Context: an optimization exercise on an open-source flow, tuned for small area, a short achievable clock period and few clock cycles. The choices shown serve that exercise and are no tape-out recipe. In this exercise RTL edits were held to simulation tests only and were not proved equivalent to the original. Power and IR drop assume default switching activity.

Setup of run 5:
## tsc_sponge
module tsc_sponge (
    input  wire         clk,
    input  wire         rst,         
    input  wire         cmd_valid,
    output wire         cmd_ready,
    input  wire [1:0]   cmd_op,      
    input  wire [7:0]   din_len,     
    input  wire [485:0] din,         
    output wire [485:0] dout,        
    output wire         absorbed     
);
Settings: LEC_CHECK=0, CAP_MARGIN=10, CORE_MARGIN=2, CORE_UTILIZATION=35, CTS_CLUSTER_DIAMETER=100, CTS_CLUSTER_SIZE=16, GPL_TIMING_DRIVEN=0, PLACE_DENSITY=0.55, SLEW_MARGIN=10; clock period 6.5 ns.
standard.sh (not shown) runs the stock make flow with config.mk's settings and CLKGATE_MAP_FILE= SYNTH_SCRIPT=/design/flow/synth_recipe.tcl, a recipe that flattens the netlist after the stock synthesis.
==> flow/flow/run.sh <==
#!/bin/bash
# Own layout flow: the standard flow (standard.sh, same synthesis script and
# config.mk settings), except that
#  - modules tsc_zp, tsc_sub, tsc_inj (substitution layer, round constants), tsc_upd and
#    tsc_absupd (state update,
#    absorb) come from flow/tsc_map.v, hand-mapped netlists of the same functions
#    in sky130_fd_sc_hd cells;
#  - the ABC buffers are removed at floorplan instead of an early timing repair;
#  - the port buffers are buf_2 cells and the resizer may change a cell's footprint;
#  - after global placement, high-fanout nets get placement-based buffer trees
#    (flow/pre_resize.tcl, flow/trees.tcl) before the standard repair_design;
#  - timing repair after CTS and global routing aims SETUP_MARGIN ns below the period.
set -euo pipefail
W=$(pwd)
SETUP_MARGIN=${SETUP_MARGIN:-3.7}
awk 'BEGIN{skip=0} /^[ \t]*module[ \t]+(tsc_zp|tsc_sub|tsc_inj|tsc_upd|tsc_absupd)[ \t]*[(#]/{skip=1} {if(!skip)print} skip&&/^[ \t]*endmodule/{skip=0}' \
    design.v > layout_design.v
grep -qE "module (tsc_zp|tsc_sub|tsc_inj|tsc_upd|tsc_absupd)\b" layout_design.v && { echo "module not removed" >&2; exit 1; }
cat flow/tsc_map.v >> layout_design.v
sed "s#^export VERILOG_FILES *=.*#export VERILOG_FILES = $W/layout_design.v#" config.mk > config_own.mk
grep -q "layout_design.v" config_own.mk || { echo "VERILOG_FILES not set" >&2; exit 1; }
sed "s#$W/config.mk#$W/config_own.mk#g" standard.sh > own.sh
grep -q "config_own.mk" own.sh || { echo "config path not replaced" >&2; exit 1; }
bash own.sh REMOVE_ABC_BUFFERS=1 MATCH_CELL_FOOTPRINT=0 \
    "BUFFER_PORTS_ARGS=-buffer_cell sky130_fd_sc_hd__buf_2" \
    PRE_RESIZE_TCL=$W/flow/pre_resize.tcl \
    SETUP_SLACK_MARGIN=$SETUP_MARGIN finish > own_flow.log 2>&1
test -s out/final.def
==> flow/flow/pre_resize.tcl <==
# Before the first repair_design: buffer trees for the high-fanout signal nets (the
# state-update selects reach every lane), built from the global placement.
source [file join [file dirname [info script]] trees.tcl]
tsc_fanout_trees 24 12 sky130_fd_sc_hd__buf_4
Other scripts of this flow, unchanged in this note and not shown: flow/flow/trees.tcl, flow/flow/tsc_map.v
Run 5 completed every stage of the flow, and the final layout passed the timing, DRC and antenna checks.
Testbench counts of run 5, summed over its fixed seeds: cycles 32,184.
Edits applied to the flow inputs when going from run 5 to run 1:
- a change of SLEW_MARGIN from 10 to 15
- a change of CAP_MARGIN from 10 to 15
--- a/flow/flow/run.sh
+++ b/flow/flow/run.sh
@@ -9,5 +9,7 @@
 #  - the port buffers are buf_2 cells and the resizer may change a cell's footprint;
 #  - after global placement, high-fanout nets get placement-based buffer trees
-#    (flow/pre_resize.tcl, flow/trees.tcl) before the standard repair_design;
+#    (flow/pre_resize.tcl, flow/trees.tcl) before the standard repair_design, and
+#    the output port buffers are moved next to the flip-flops that drive them
+#    (flow/outbuf.tcl);
 #  - timing repair after CTS and global routing aims SETUP_MARGIN ns below the period.
 set -euo pipefail
==> flow/flow/outbuf.tcl (new file) <==
# Output port buffers next to the flip-flops that drive them: the flip-flop then sees
# a short wire, and the buffer drives the long wire to the pin.
proc tsc_output_buffers_near_drivers {} {
  set block [ord::get_db_block]
  set n 0
  foreach bterm [$block getBTerms] {
    if {[$bterm getIoType] != "OUTPUT"} continue
    set net [$bterm getNet]
    if {$net == "NULL"} continue
    foreach it [$net getITerms] {
      if {![$it isOutputSignal]} continue
      set buf [$it getInst]
      if {[[$buf getMaster] getName] ni {sky130_fd_sc_hd__buf_2 sky130_fd_sc_hd__buf_4}} continue
      foreach bi [$buf getITerms] {
        if {![$bi isInputSignal]} continue
        set inet [$bi getNet]
        if {$inet == "NULL"} continue
        foreach di [$inet getITerms] {
          if {![$di isOutputSignal]} continue
          set loc [[$di getInst] getLocation]
          $buf setLocation [lindex $loc 0] [lindex $loc 1]
          incr n
        }
      }
    }
  }
  puts "tsc_output_buffers_near_drivers: $n buffers moved"
}
==> flow/flow/pre_resize.tcl <==
# After global placement, before the first repair_design: buffer trees for the
# high-fanout nets (the state-update selects reach every lane), built from the
# placement, and the output port buffers moved next to their drivers.
source [file join [file dirname [info script]] trees.tcl]
tsc_fanout_trees 24 12 sky130_fd_sc_hd__buf_4
source [file join [file dirname [info script]] outbuf.tcl]
tsc_output_buffers_near_drivers
==> comparison <==
Time the final worst path needs with I/O delays and setup | run 1 above run 5
Against run 5, run 1 comes in 1.8 points higher on period utilization.
Comparing run 5 and run 1, the lower met3 wire length is on run 1.
Diff run 1..run 5 | via count | negligible
Count of clock-buffer cells in the layout is lower on run 1
As far as fraction of area in clock buffers and inverters is concerned, run 5 and run 1 perform about the same.
Power: run 1 draws more than run 5
Against run 5, run 1 reports a stage delay of the slowest cell on the critical path that is higher.

* * *

Another version of the RTL of tsc_sponge (not shown whole).
Size: ~17000 cells after synthesis, about 990 I/O pins, about 0.11 mm2 of cells after synthesis.
==> flow/config.mk <==
export PLATFORM = sky130hd
export DESIGN_NAME = tsc_sponge
export DESIGN_NICKNAME = tsc_sponge
export VERILOG_FILES = /design/flow/design.v
export SDC_FILE = /design/flow/constraint.sdc
export NUM_CORES = 8
export LEC_CHECK = 0
export CAP_MARGIN = 15
export CORE_MARGIN = 2
export CORE_UTILIZATION = 30
export CTS_CLUSTER_DIAMETER = 100
export CTS_CLUSTER_SIZE = 16
export GPL_TIMING_DRIVEN = 0
export PLACE_DENSITY = 0.5
export SLEW_MARGIN = 15
==> flow/constraint.sdc <==
create_clock -name core_clock -period 6.5 [get_ports {clk}]
set_input_delay 1.3000 -clock core_clock [delete_from_list [all_inputs] [get_ports {clk}]]
set_output_delay 1.3000 -clock core_clock [all_outputs]
set_load 0.01 [all_outputs]
==> flow/flow/run.sh <==
#!/bin/bash
# Own layout flow: the standard flow (standard.sh, same synthesis script and
# config.mk settings), except that
#  - modules tsc_sub (substitution layer), tsc_upd and tsc_absupd (state update,
#    absorb) come from flow/tsc_map.v, hand-mapped netlists of the same functions
#    in sky130_fd_sc_hd cells;
#  - the ABC buffers are removed at floorplan instead of an early timing repair;
#  - the port buffers are buf_2 cells and the resizer may change a cell's footprint;
#  - after global placement, high-fanout nets get placement-based buffer trees
#    (flow/pre_resize.tcl, flow/trees.tcl) before the standard repair_design;
#  - timing repair after CTS and global routing aims SETUP_MARGIN ns below the period.
set -euo pipefail
W=$(pwd)
SETUP_MARGIN=${SETUP_MARGIN:-3.6}
awk 'BEGIN{skip=0} /^[ \t]*module[ \t]+(tsc_sub|tsc_upd|tsc_absupd)[ \t]*[(#]/{skip=1} {if(!skip)print} skip&&/^[ \t]*endmodule/{skip=0}' \
    design.v > layout_design.v
grep -qE "module (tsc_sub|tsc_upd|tsc_absupd)\b" layout_design.v && { echo "module not removed" >&2; exit 1; }
cat flow/tsc_map.v >> layout_design.v
sed "s#^export VERILOG_FILES *=.*#export VERILOG_FILES = $W/layout_design.v#" config.mk > config_own.mk
grep -q "layout_design.v" config_own.mk || { echo "VERILOG_FILES not set" >&2; exit 1; }
sed "s#$W/config.mk#$W/config_own.mk#g" standard.sh > own.sh
grep -q "config_own.mk" own.sh || { echo "config path not replaced" >&2; exit 1; }
bash own.sh REMOVE_ABC_BUFFERS=1 MATCH_CELL_FOOTPRINT=0 \
    "BUFFER_PORTS_ARGS=-buffer_cell sky130_fd_sc_hd__buf_2" \
    PRE_RESIZE_TCL=$W/flow/pre_resize.tcl \
    SETUP_SLACK_MARGIN=$SETUP_MARGIN finish > own_flow.log 2>&1
test -s out/final.def
==> flow/flow/tsc_map.v <==
// Gate-level versions of modules tsc_sub, tsc_upd and tsc_absupd of rtl/tsc_sponge.v
// (the same functions, in sky130_fd_sc_hd cells), used for the layout in their place.
// Trits are in the port code (bit 0: not 0, bit 1: -1).

// y = a1 & a2 | b1 & b2 | c1 & c2, as NAND-NAND
module tsc_sop3 (
    input  wire a1, a2, b1, b2, c1, c2,
    output wire y
);
    wire na, nb, nc;
    sky130_fd_sc_hd__nand2_1 u_a (.A(a1), .B(a2), .Y(na));
    sky130_fd_sc_hd__nand2_1 u_b (.A(b1), .B(b2), .Y(nb));
    sky130_fd_sc_hd__nand2_1 u_c (.A(c1), .B(c2), .Y(nc));
    sky130_fd_sc_hd__nand3_1 u_y (.A(na), .B(nb), .C(nc), .Y(y));
endmodule

// t = a + q, a one-hot (z: 0, m: -1, p: +1), q one-hot; t in the port code
module tsc_tsum (
    input  wire       az, am, ap,
    input  wire       qz, qm, qp,
    output wire [1:0] t
);
    sky130_fd_sc_hd__a222oi_1 u_nz (.A1(az), .A2(qz), .B1(ap), .B2(qm), .C1(am), .C2(qp), .Y(t[0]));
    tsc_sop3 u_m (.a1(az), .a2(qm), .b1(am), .b2(qz), .c1(ap), .c2(qp), .y(t[1]));
endmodule

// t[i] = s[i-D] + s[i] + s[i+D]
module tsc_sub #(
    parameter integer D = 1
) (
    input  wire [1457:0] s,
    output wire [1457:0] t
);
    localparam N = 729;
    wire [N-1:0] z, p;
    genvar i, m;
    generate
        for (i = 0; i < N; i = i + 1) begin : g_h
            sky130_fd_sc_hd__inv_1  u_z (.A(s[2*i]), .Y(z[i]));
            sky130_fd_sc_hd__nor2_1 u_p (.A(z[i]), .B(s[2*i+1]), .Y(p[i]));
        end
        for (m = 0; m < N; m = m + 2) begin : g_pair
            localparam integer I0 = (m * D) % N;
            localparam integer I1 = ((m + 1) * D) % N;
            localparam integer IM = ((m + N - 1) * D) % N;
            localparam integer IP = ((m + 2) * D) % N;
            wire qp, qm, qz;
            tsc_sop3 u_qp (.a1(z[I0]), .a2(p[I1]), .b1(p[I0]), .b2(z[I1]), .c1(s[2*I0+1]), .c2(s[2*I1+1]), .y(qp));
            tsc_sop3 u_qm (.a1(z[I0]), .a2(s[2*I1+1]), .b1(s[2*I0+1]), .b2(z[I1]), .c1(p[I0]), .c2(p[I1]), .y(qm));
            sky130_fd_sc_hd__nor2_1 u_qz (.A(qp), .B(qm), .Y(qz));
            tsc_tsum u_t0 (.az(z[IM]), .am(s[2*IM+1]), .ap(p[IM]), .qz(qz), .qm(qm), .qp(qp), .t(t[2*I0 +: 2]));
            if (m < N - 1) begin : g_t1
                tsc_tsum u_t1 (.az(z[IP]), .am(s[2*IP+1]), .ap(p[IP]), .qz(qz), .qm(qm), .qp(qp), .t(t[2*I1 +: 2]));
            end
        end
    endgenerate
endmodule

// d = take & x | keep & s
module tsc_upd (
    input  wire [W-1:0] x,
    input  wire [W-1:0] s,
    input  wire         take,
    input  wire         keep,
    output wire [W-1:0] d
);
    parameter integer W = 1458;
    genvar i;
    generate
        for (i = 0; i < W; i = i + 1) begin : g_d
            sky130_fd_sc_hd__a22o_1 u_d (.A1(take), .A2(x[i]), .B1(keep), .B2(s[i]), .X(d[i]));
        end
    endgenerate
endmodule

// Rate lanes of the state update with the absorb (see tsc_absupd in rtl/tsc_sponge.v).
// The lane decode of len is split in two 4-bit halves: i < len is
// (i/16 < len/16) | (i/16 == len/16) & (i%16 < len%16).
module tsc_absupd (
    input  wire [485:0] x,
    input  wire [485:0] s,
    input  wire [485:0] din,
    input  wire [7:0]   len,
    input  wire         take,
    input  wire         keep,
    input  wire         ea,
    input  wire         ef,
    output wire [485:0] d
);
    wire [15:0] ah_lt, ah_eq, bl_lt, bl_eq;
    genvar i;
    generate
        for (i = 0; i < 16; i = i + 1) begin : g_pre
            assign ah_lt[i] = (i < len[7:4]);
            assign ah_eq[i] = (i == len[7:4]);
            assign bl_lt[i] = (i < len[3:0]);
            assign bl_eq[i] = (i == len[3:0]);
        end
        for (i = 0; i < 243; i = i + 1) begin : g_lane
            wire c1, c2, lt, eq, r1, r2, r0, g0, g1, g2, z, p, nm, np, pa, pb, ma, mb;
            sky130_fd_sc_hd__nor2_1   u_c1 (.A(din[2*i]), .B(din[2*i+1]), .Y(c1));
            sky130_fd_sc_hd__nor2b_1  u_c2 (.A(din[2*i+1]), .B_N(din[2*i]), .Y(c2));
            sky130_fd_sc_hd__a21o_1   u_lt (.A1(ah_eq[i/16]), .A2(bl_lt[i%16]), .B1(ah_lt[i/16]), .X(lt));
            sky130_fd_sc_hd__and2_1   u_eq (.A(ah_eq[i/16]), .B(bl_eq[i%16]), .X(eq));
            sky130_fd_sc_hd__and2_1   u_r1 (.A(lt), .B(c1), .X(r1));
            sky130_fd_sc_hd__a21o_1   u_r2 (.A1(lt), .A2(c2), .B1(eq), .X(r2));
            sky130_fd_sc_hd__nor2_1   u_r0 (.A(r1), .B(r2), .Y(r0));
            sky130_fd_sc_hd__a221o_1  u_g0 (.A1(ea), .A2(din[2*i+1]), .B1(ef), .B2(r0), .C1(keep), .X(g0));
            sky130_fd_sc_hd__a22o_1   u_g1 (.A1(ea), .A2(c1), .B1(ef), .B2(r1), .X(g1));
            sky130_fd_sc_hd__a22o_1   u_g2 (.A1(ea), .A2(c2), .B1(ef), .B2(r2), .X(g2));
            sky130_fd_sc_hd__inv_1    u_z  (.A(s[2*i]), .Y(z));
            sky130_fd_sc_hd__nor2_1   u_pp (.A(z), .B(s[2*i+1]), .Y(p));
            sky130_fd_sc_hd__inv_1    u_nm (.A(s[2*i+1]), .Y(nm));
            sky130_fd_sc_hd__inv_1    u_np (.A(p), .Y(np));
            sky130_fd_sc_hd__a22oi_1  u_pa (.A1(take), .A2(x[2*i]), .B1(g0), .B2(s[2*i]), .Y(pa));
            sky130_fd_sc_hd__a22oi_1  u_pb (.A1(g1), .A2(nm), .B1(g2), .B2(np), .Y(pb));
            sky130_fd_sc_hd__nand2_1  u_p  (.A(pa), .B(pb), .Y(d[2*i]));
            sky130_fd_sc_hd__a22oi_1  u_ma (.A1(take), .A2(x[2*i+1]), .B1(g0), .B2(s[2*i+1]), .Y(ma));
            sky130_fd_sc_hd__a22oi_1  u_mb (.A1(g1), .A2(p), .B1(g2), .B2(z), .Y(mb));
            sky130_fd_sc_hd__nand2_1  u_m  (.A(ma), .B(mb), .Y(d[2*i+1]));
        end
    endgenerate
endmodule
Other scripts of this flow, unchanged in this note and not shown: flow/flow/pre_resize.tcl, flow/flow/trees.tcl
The starting point finished but fails on slew limit.
Testbench counts at the start, summed over its fixed seeds: cycles 32,184.
==> next run, changes <==
--- a/flow/flow/run.sh
+++ b/flow/flow/run.sh
@@ -13,3 +13,3 @@
 W=$(pwd)
-SETUP_MARGIN=${SETUP_MARGIN:-3.6}
+SETUP_MARGIN=${SETUP_MARGIN:-3.2}
 awk 'BEGIN{skip=0} /^[ \t]*module[ \t]+(tsc_sub|tsc_upd|tsc_absupd)[ \t]*[(#]/{skip=1} {if(!skip)print} skip&&/^[ \t]*endmodule/{skip=0}' \
--- a/flow/flow/tsc_map.v
+++ b/flow/flow/tsc_map.v
@@ -16,3 +16,4 @@
 
-// t = a + q, a one-hot (z: 0, m: -1, p: +1), q one-hot; t in the port code
+// t = a + q, a one-hot (z: 0, m: -1, p: +1), q one-hot; t in the port code. Its
+// outputs drive the index scramble, a long wire, so they come from larger cells.
 module tsc_tsum (
@@ -22,4 +23,11 @@
 );
-    sky130_fd_sc_hd__a222oi_1 u_nz (.A1(az), .A2(qz), .B1(ap), .B2(qm), .C1(am), .C2(qp), .Y(t[0]));
-    tsc_sop3 u_m (.a1(az), .a2(qm), .b1(am), .b2(qz), .c1(ap), .c2(qp), .y(t[1]));
+    wire z1, z2, z3, m1, m2, m3;
+    sky130_fd_sc_hd__nand2_1 u_z1 (.A(az), .B(qz), .Y(z1));
+    sky130_fd_sc_hd__nand2_1 u_z2 (.A(ap), .B(qm), .Y(z2));
+    sky130_fd_sc_hd__nand2_1 u_z3 (.A(am), .B(qp), .Y(z3));
+    sky130_fd_sc_hd__and3_2  u_nz (.A(z1), .B(z2), .C(z3), .X(t[0]));
+    sky130_fd_sc_hd__nand2_1 u_m1 (.A(az), .B(qm), .Y(m1));
+    sky130_fd_sc_hd__nand2_1 u_m2 (.A(am), .B(qz), .Y(m2));
+    sky130_fd_sc_hd__nand2_1 u_m3 (.A(ap), .B(qp), .Y(m3));
+    sky130_fd_sc_hd__nand3_2 u_m  (.A(m1), .B(m2), .C(m3), .Y(t[1]));
 endmodule
Settings changed: CORE_UTILIZATION 30 to 38, PLACE_DENSITY 0.5 to 0.55.
Result:
- Now the flow passed the timing, DRC and antenna checks
- global-route usage grows by 6.8 points
- via count grows by about 5%
- power shrinks by 5.4%
- utilization grows by 6.6 points
- combinational power shrinks by about 10%
- non-clock buffer count shrinks by 348
- clock-buffer cell count grows by 2
- routed wire length stays flat
- clock skew shrinks by 0.024 ns
==> next run, changes <==
--- a/flow/flow/run.sh
+++ b/flow/flow/run.sh
@@ -13,3 +13,3 @@
 W=$(pwd)
-SETUP_MARGIN=${SETUP_MARGIN:-3.2}
+SETUP_MARGIN=${SETUP_MARGIN:-3.6}
 awk 'BEGIN{skip=0} /^[ \t]*module[ \t]+(tsc_sub|tsc_upd|tsc_absupd)[ \t]*[(#]/{skip=1} {if(!skip)print} skip&&/^[ \t]*endmodule/{skip=0}' \
Settings changed: CORE_UTILIZATION 38 to 30, PLACE_DENSITY 0.55 to 0.5.
Final area goes up by 4.9%.
Cell count goes up by 5.5%.
Clock power goes up by about 1%.
Setup slack gains 0.30 ns.
==> next run, changes <==
--- a/flow/flow/run.sh
+++ b/flow/flow/run.sh
@@ -13,3 +13,3 @@
 W=$(pwd)
-SETUP_MARGIN=${SETUP_MARGIN:-3.6}
+SETUP_MARGIN=${SETUP_MARGIN:-3.5}
 awk 'BEGIN{skip=0} /^[ \t]*module[ \t]+(tsc_sub|tsc_upd|tsc_absupd)[ \t]*[(#]/{skip=1} {if(!skip)print} skip&&/^[ \t]*endmodule/{skip=0}' \
--- a/flow/flow/tsc_map.v
+++ b/flow/flow/tsc_map.v
@@ -14,2 +14,14 @@
     sky130_fd_sc_hd__nand3_1 u_y (.A(na), .B(nb), .C(nc), .Y(y));
+endmodule
+
+// y = a1 & a2 | b1 & b2 | c1 & c2, as NAND-NAND with a larger output stage
+module tsc_sop3_x2 (
+    input  wire a1, a2, b1, b2, c1, c2,
+    output wire y
+);
+    wire na, nb, nc;
+    sky130_fd_sc_hd__nand2_1 u_a (.A(a1), .B(a2), .Y(na));
+    sky130_fd_sc_hd__nand2_1 u_b (.A(b1), .B(b2), .Y(nb));
+    sky130_fd_sc_hd__nand2_1 u_c (.A(c1), .B(c2), .Y(nc));
+    sky130_fd_sc_hd__nand3_2 u_y (.A(na), .B(nb), .C(nc), .Y(y));
 endmodule
@@ -46,4 +58,4 @@
         for (i = 0; i < N; i = i + 1) begin : g_h
-            sky130_fd_sc_hd__inv_1  u_z (.A(s[2*i]), .Y(z[i]));
-            sky130_fd_sc_hd__nor2_1 u_p (.A(z[i]), .B(s[2*i+1]), .Y(p[i]));
+            sky130_fd_sc_hd__inv_2  u_z (.A(s[2*i]), .Y(z[i]));
+            sky130_fd_sc_hd__nor2_2 u_p (.A(z[i]), .B(s[2*i+1]), .Y(p[i]));
         end
@@ -55,5 +67,5 @@
             wire qp, qm, qz;
-            tsc_sop3 u_qp (.a1(z[I0]), .a2(p[I1]), .b1(p[I0]), .b2(z[I1]), .c1(s[2*I0+1]), .c2(s[2*I1+1]), .y(qp));
-            tsc_sop3 u_qm (.a1(z[I0]), .a2(s[2*I1+1]), .b1(s[2*I0+1]), .b2(z[I1]), .c1(p[I0]), .c2(p[I1]), .y(qm));
-            sky130_fd_sc_hd__nor2_1 u_qz (.A(qp), .B(qm), .Y(qz));
+            tsc_sop3_x2 u_qp (.a1(z[I0]), .a2(p[I1]), .b1(p[I0]), .b2(z[I1]), .c1(s[2*I0+1]), .c2(s[2*I1+1]), .y(qp));
+            tsc_sop3_x2 u_qm (.a1(z[I0]), .a2(s[2*I1+1]), .b1(s[2*I0+1]), .b2(z[I1]), .c1(p[I0]), .c2(p[I1]), .y(qm));
+            sky130_fd_sc_hd__nor2_2 u_qz (.A(qp), .B(qm), .Y(qz));
             tsc_tsum u_t0 (.az(z[IM]), .am(s[2*IM+1]), .ap(p[IM]), .qz(qz), .qm(qm), .qp(qp), .t(t[2*I0 +: 2]));
Settings changed: CORE_UTILIZATION 30 to 35, PLACE_DENSITY 0.5 to 0.55.
Outcome: Total power hardly moves. Clock skew drops by 0.024 ns. Wire length drops by 5.8%. Cell area climbs by 2.5%. Sequential power stays flat. First-iteration DRC count drops by 2.1%.

## port drivers added, routing unchanged
Ports are ideal in the flow. The routed layouts listed here were re-timed in OpenROAD.
Step 1, drivers: a clkbuf_16 drives clk and a buf_2 each remaining input, both assumed.
Step 2, shift: input delay + t, output delay - t, t = (earliest + latest rising clock arrival at the registers) / 2. This alone moves slack from input paths to output paths.
Three values: no drivers, after step 1, after step 2; two values: the first two.
| run | t, ns | setup WS [ns] | slew at the worst register clock pin (ns) | cell pins on the clock port's net |
|---|---|---|---|---|
| run 5 | 1.063 | 3.532 / 3.435 / 2.508 | 0.10 / 0.10 | 1 |
| run 1 | 1.070 | 3.418 / 3.418 / 2.511 | 0.09 / 0.09 | 1 |
| the first run of note 2 | 1.060 | 3.199 / 3.199 / 2.235 | 0.09 / 0.09 | 1 |
| the second run of note 2 | 1.033 | 2.927 / 2.927 / 2.100 | 0.09 / 0.09 | 1 |
| the third run of note 2 | 1.090 | 3.224 / 3.224 / 2.346 | 0.09 / 0.09 | 1 |
| the fourth run of note 2 | 1.067 | 3.272 / 3.327 / 2.262 | 0.10 / 0.10 | 1 |
For run 5, which loses most, drivers alone change the setup slack by -0.097 ns; drivers and shift together by -1.024 ns.
